Background: an optimization exercise with open tools, aiming at small area, a short achievable clock period and few clock cycles. Do not read the settings as production practice. Only simulation tests tie the RTL to the original design; equivalence was not proved. No activity file was given, so power comes from the tool's default toggle rates.

## run 1
==> flow/design.v (excerpt) <==
module ft300_stream (
    input  wire         clk,
    input  wire         rst,             
    input  wire         ev_valid,
    input  wire [10:0]  ev,              
    input  wire [31:0]  now,             
    output wire         ev_ready,
    output reg          meas_valid,
    output wire [107:0] meas_h,          
    output wire [383:0] meas_f,          
    output reg  [31:0]  meas_freq,       
    output reg          stop_valid,
    output wire [2:0]   st,
    output wire [1:0]   err,
    output wire [1:0]   err_detail,
    output wire         xport_held,
    output wire         zero_valid,
    output wire         cancel_pending,
    output wire [4:0]   clen,
    output wire [31:0]  count
);
For scale: ~5500 cells after synthesis, roughly 620 I/O pins, ~47000 um2 of cells after synthesis.
clock: 15.0 ns
lec_check: 0
abc_area: 1
cap_margin: 20
core_margin: 2
core_utilization: 55
cts_buf_list: sky130_fd_sc_hd__clkbuf_4
slew_margin: 20
standard.sh (not shown) runs the stock make flow with config.mk's settings and CLKGATE_MAP_FILE= SYNTH_SCRIPT=/design/flow/synth_recipe.tcl, a recipe that flattens the netlist after the stock synthesis.
==> flow/flow/run.sh <==
#!/bin/bash
# The standard layout (standard.sh: standard synthesis and ORFS flow),
# with two changes to how the layout is made:
#  - timing repair aims for 9.0 ns of setup slack at the design's clock, so
#    repair_timing keeps sizing and buffering paths the 15 ns clock alone
#    would leave as synthesized (SETUP_SLACK_MARGIN);
#  - ports are buffered with sky130_fd_sc_hd__buf_1 rather than the default
#    choice of buffer_ports (every port still gets its buffer).
# The clock, its period and the constraints are the design's (constraint.sdc).
set -euo pipefail
export SETUP_SLACK_MARGIN=9.0
export BUFFER_PORTS_ARGS="-buffer_cell sky130_fd_sc_hd__buf_1"
bash standard.sh > standard_flow.log 2>&1
Testbench counts of run 1, summed over its fixed seeds: cycles 17,529.
## Diff of input files: run 2 against run 1
Settings: CORE_UTILIZATION: 55 -> 65.
diff --git a/flow/flow/run.sh b/flow/flow/run.sh
--- a/flow/flow/run.sh
+++ b/flow/flow/run.sh
@@ -3,3 +3,3 @@
 # with two changes to how the layout is made:
-#  - timing repair aims for 9.0 ns of setup slack at the design's clock, so
+#  - timing repair aims for 10.0 ns of setup slack at the design's clock, so
 #    repair_timing keeps sizing and buffering paths the 15 ns clock alone
@@ -10,3 +10,3 @@
 set -euo pipefail
-export SETUP_SLACK_MARGIN=9.0
+export SETUP_SLACK_MARGIN=10.0
 export BUFFER_PORTS_ARGS="-buffer_cell sky130_fd_sc_hd__buf_1"
Findings:
Run 2 vs. run 1: register-to-register slack went up by 0.75 ns. In run 2 relative to run 1, worst supply voltage drop on vdd had gone up by more than 10%. Relative to run 1, via count has gone up in run 2. Summary of the comparison: ratio of cells with drive above 1 in the final layout is higher in run 2, relative to run 1. Comparing run 2 with run 1, the count of multi-input gates came out essentially unchanged. In run 2 the cell count turned out 189 lower than in run 1. Fmax: run 2 higher than run 1. A slowest cell on the critical path of sky130_fd_sc_hd__dfxtp_1 is what run 2 shows, while sky130_fd_sc_hd__edfxtp_1 belongs to run 1. Number of cells after detailed placement (lower): run 2.
## Diff of input files: run 3 against run 2
Settings: CORE_UTILIZATION now 55, was 65.
diff --git a/flow/flow/run.sh b/flow/flow/run.sh
--- a/flow/flow/run.sh
+++ b/flow/flow/run.sh
@@ -3,3 +3,3 @@
 # with two changes to how the layout is made:
-#  - timing repair aims for 10.0 ns of setup slack at the design's clock, so
+#  - timing repair aims for 9.5 ns of setup slack at the design's clock, so
 #    repair_timing keeps sizing and buffering paths the 15 ns clock alone
@@ -10,3 +10,3 @@
 set -euo pipefail
-export SETUP_SLACK_MARGIN=10.0
+export SETUP_SLACK_MARGIN=9.5
 export BUFFER_PORTS_ARGS="-buffer_cell sky130_fd_sc_hd__buf_1"
Results
Against run 2, first-iteration DRC count in run 3 fell by more than a quarter.
Delta (run 3 minus run 2): aggregate routed wire length grew by 0.46%; net switching power fell about 2.7%.
Relative to run 3, the following input files were edited for run 4:
Settings: CORE_UTILIZATION: 55 -> 65.
Findings:
The run showing the smaller worst hold slack is run 4.
Run 4 ended with less final cell area excluding filler cells than run 3.
Wire: run 4 routes less than run 3
Largest stage delay on the critical path essentially unchanged between run 4 and run 3.
Between run 4 and run 3, it is run 4 whose maximum frequency is lower, by about 0.65%.
Run 4 ends up with a relative contribution of combinational cells to total power that is 0.2 points higher than in run 3.
Run 3 → run 4: proportion of cell area occupied by multi-input gates saw an increase, global routing usage on met3 saw an increase.
Edits applied to the flow inputs when going from run 4 to run 5:
Settings: CORE_UTILIZATION: 65 -> 55.
diff --git a/flow/flow/run.sh b/flow/flow/run.sh
--- a/flow/flow/run.sh
+++ b/flow/flow/run.sh
@@ -3,3 +3,3 @@
 # with two changes to how the layout is made:
-#  - timing repair aims for 9.5 ns of setup slack at the design's clock, so
+#  - timing repair aims for 10.0 ns of setup slack at the design's clock, so
 #    repair_timing keeps sizing and buffering paths the 15 ns clock alone
@@ -10,3 +10,3 @@
 set -euo pipefail
-export SETUP_SLACK_MARGIN=9.5
+export SETUP_SLACK_MARGIN=10.0
 export BUFFER_PORTS_ARGS="-buffer_cell sky130_fd_sc_hd__buf_1"
Results
- The clock slew seen by the registers of the worst setup and hold paths of run 5 and that of run 4 are within noise of each other.
- In run 5, the wire length after detailed routing came out 4200 um above the value in run 4.
- ~same clock power in run 4 and run 5
- [run 5] number of signal-net buffers in the layout rose 30 relative to run 4
- Compared run 4 against run 5; number of inverters outside the clock class in the layout within noise.


## run C
Starting RTL as in the previous note.
clock: 15.0 ns
lec_check: 0
abc_area: 1
cap_margin: 20
core_margin: 2
core_utilization: 75
cts_buf_list: sky130_fd_sc_hd__clkbuf_4
slew_margin: 20
==> flow/flow/run.sh <==
#!/bin/bash
# The standard layout (standard.sh: standard synthesis and ORFS flow),
# with two changes to how the layout is made:
#  - timing repair aims for 10.0 ns of setup slack at the design's clock, so
#    repair_timing keeps sizing and buffering paths the 15 ns clock alone
#    would leave as synthesized (SETUP_SLACK_MARGIN);
#  - ports are buffered with sky130_fd_sc_hd__buf_1 rather than the default
#    choice of buffer_ports (every port still gets its buffer).
# The clock, its period and the constraints are the design's (constraint.sdc).
set -euo pipefail
export SETUP_SLACK_MARGIN=10.0
export BUFFER_PORTS_ARGS="-buffer_cell sky130_fd_sc_hd__buf_1"
bash standard.sh > standard_flow.log 2>&1
Testbench counts of run C, summed over its fixed seeds: cycles 17,529.
The inputs of run B differ from those of run C as listed below.
# run C
export LEC_CHECK = 0
export ABC_AREA = 1
export CAP_MARGIN = 20
export CORE_MARGIN = 2
export CORE_UTILIZATION = 75
export CTS_BUF_LIST = sky130_fd_sc_hd__clkbuf_4
export SLEW_MARGIN = 20
create_clock -name core_clock -period 15.0 [get_ports {clk}]
# run B
export LEC_CHECK = 0
export ABC_AREA = 1
export CAP_MARGIN = 20
export CORE_MARGIN = 2
export CORE_UTILIZATION = 55
export CTS_BUF_LIST = sky130_fd_sc_hd__clkbuf_4
export SLEW_MARGIN = 20
create_clock -name core_clock -period 15.0 [get_ports {clk}]
-- flow/flow/run.sh --
<<< run C, line 3
# with two changes to how the layout is made:
#  - timing repair aims for 10.0 ns of setup slack at the design's clock, so
#    repair_timing keeps sizing and buffering paths the 15 ns clock alone
>>> run B, line 3
# with two changes to how the layout is made:
#  - timing repair aims for 10.25 ns of setup slack at the design's clock, so
#    repair_timing keeps sizing and buffering paths the 15 ns clock alone
<<< run C, line 10
set -euo pipefail
export SETUP_SLACK_MARGIN=10.0
export BUFFER_PORTS_ARGS="-buffer_cell sky130_fd_sc_hd__buf_1"
>>> run B, line 10
set -euo pipefail
export SETUP_SLACK_MARGIN=10.25
export BUFFER_PORTS_ARGS="-buffer_cell sky130_fd_sc_hd__buf_1"
--- outcome ---
- End of the critical path = count[11]: run B; end of the critical path = count[23]: run C
- Run C → run B: worst slack on hold paths saw an increase, starting DRC count in detailed routing saw a decrease.
- Flip-flop and latch count across run B and run C: no real change.


Setup of v7:
Another version of the RTL of ft300_stream (not shown whole).
Size in the first run: ~5400 cells after synthesis, ~620 I/O pins, roughly 48000 sq um of cells after synthesis.
## ft300_stream
module ft300_stream (
    input  wire         clk,
    input  wire         rst,             
    input  wire         ev_valid,
    input  wire [10:0]  ev,              
    input  wire [31:0]  now,             
    output wire         ev_ready,
    output reg          meas_valid,
    output wire [107:0] meas_h,          
    output wire [383:0] meas_f,          
    output reg  [31:0]  meas_freq,       
    output reg          stop_valid,
    output wire [2:0]   st,
    output wire [1:0]   err,
    output wire [1:0]   err_detail,
    output wire         xport_held,
    output wire         zero_valid,
    output wire         cancel_pending,
    output wire [4:0]   clen,
    output wire [31:0]  count
);
Settings: LEC_CHECK=0, ABC_AREA=1, CAP_MARGIN=20, CORE_MARGIN=2, CORE_UTILIZATION=55, CTS_BUF_LIST=sky130_fd_sc_hd__clkbuf_4, SLEW_MARGIN=20; clock period 15.0 ns.
==> flow/flow/run.sh <==
#!/bin/bash
# The standard layout (standard.sh: standard synthesis and ORFS flow),
# with two changes to how the layout is made:
#  - timing repair aims for 10.5 ns of setup slack at the design's clock, so
#    repair_timing keeps sizing and buffering paths the 15 ns clock alone
#    would leave as synthesized (SETUP_SLACK_MARGIN);
#  - ports are buffered with sky130_fd_sc_hd__buf_1 rather than the default
#    choice of buffer_ports (every port still gets its buffer).
# The clock, its period and the constraints are the design's (constraint.sdc).
set -euo pipefail
export SETUP_SLACK_MARGIN=10.5
export BUFFER_PORTS_ARGS="-buffer_cell sky130_fd_sc_hd__buf_1"
bash standard.sh > standard_flow.log 2>&1
v7 closes out successfully: all stages finished, all timing, DRC and antenna checks passed.
Testbench counts of v7, summed over its fixed seeds: cycles 17,529.
Input changes introduced in v24 (baseline for comparison: v7):
- CORE_UTILIZATION now 40, was 55
Results
Number of nets in the layout of v7 is on par with v24.
Diff v24..v7 | total iterations of the first detailed-routing run | unchanged
Of v24 and v7, the run reporting the higher global-route usage was v7.

==> separate check: timing with driven ports <==
In the flow no input, the clock included, has a driving cell. The finished layouts below were timed again as built, in two steps. Step 1, drivers: a clkbuf_16 drives clk and a buf_2 each remaining input, both assumed. Step 2 times the ports against the registers' clock, not the clock port: input delays grow and output delays shrink by t, the midpoint of the rising clock arrivals with the driver on. a / b / c = no drivers / after step 1 / after step 2; a / b = the first two.
run	t (ns)	setup WS [ns]	worst setup path after step 2
run 1	1.171	9.516 / 9.516 / 9.437	input to register
run 2	1.145	10.025 / 9.958 / 9.598	input to register
run 3	1.167	9.896 / 9.825 / 9.490	input to register
run 4	1.148	9.863 / 9.796 / 9.648	input to register
run 5	1.180	10.022 / 9.948 / 9.490	input to register
run C	1.155	9.985 / 9.925 / 9.677	input to register
run B	1.196	10.011 / 9.940 / 9.619	input to register
v7	1.194	9.992 / 9.921 / 9.830	input to register
v24	1.256	9.940 / 9.868 / 9.801	input to register
After both steps every run listed still meets setup and hold. The setup slack of run 5, which loses most, moves by -0.074 ns with the drivers and by -0.532 ns with both steps.
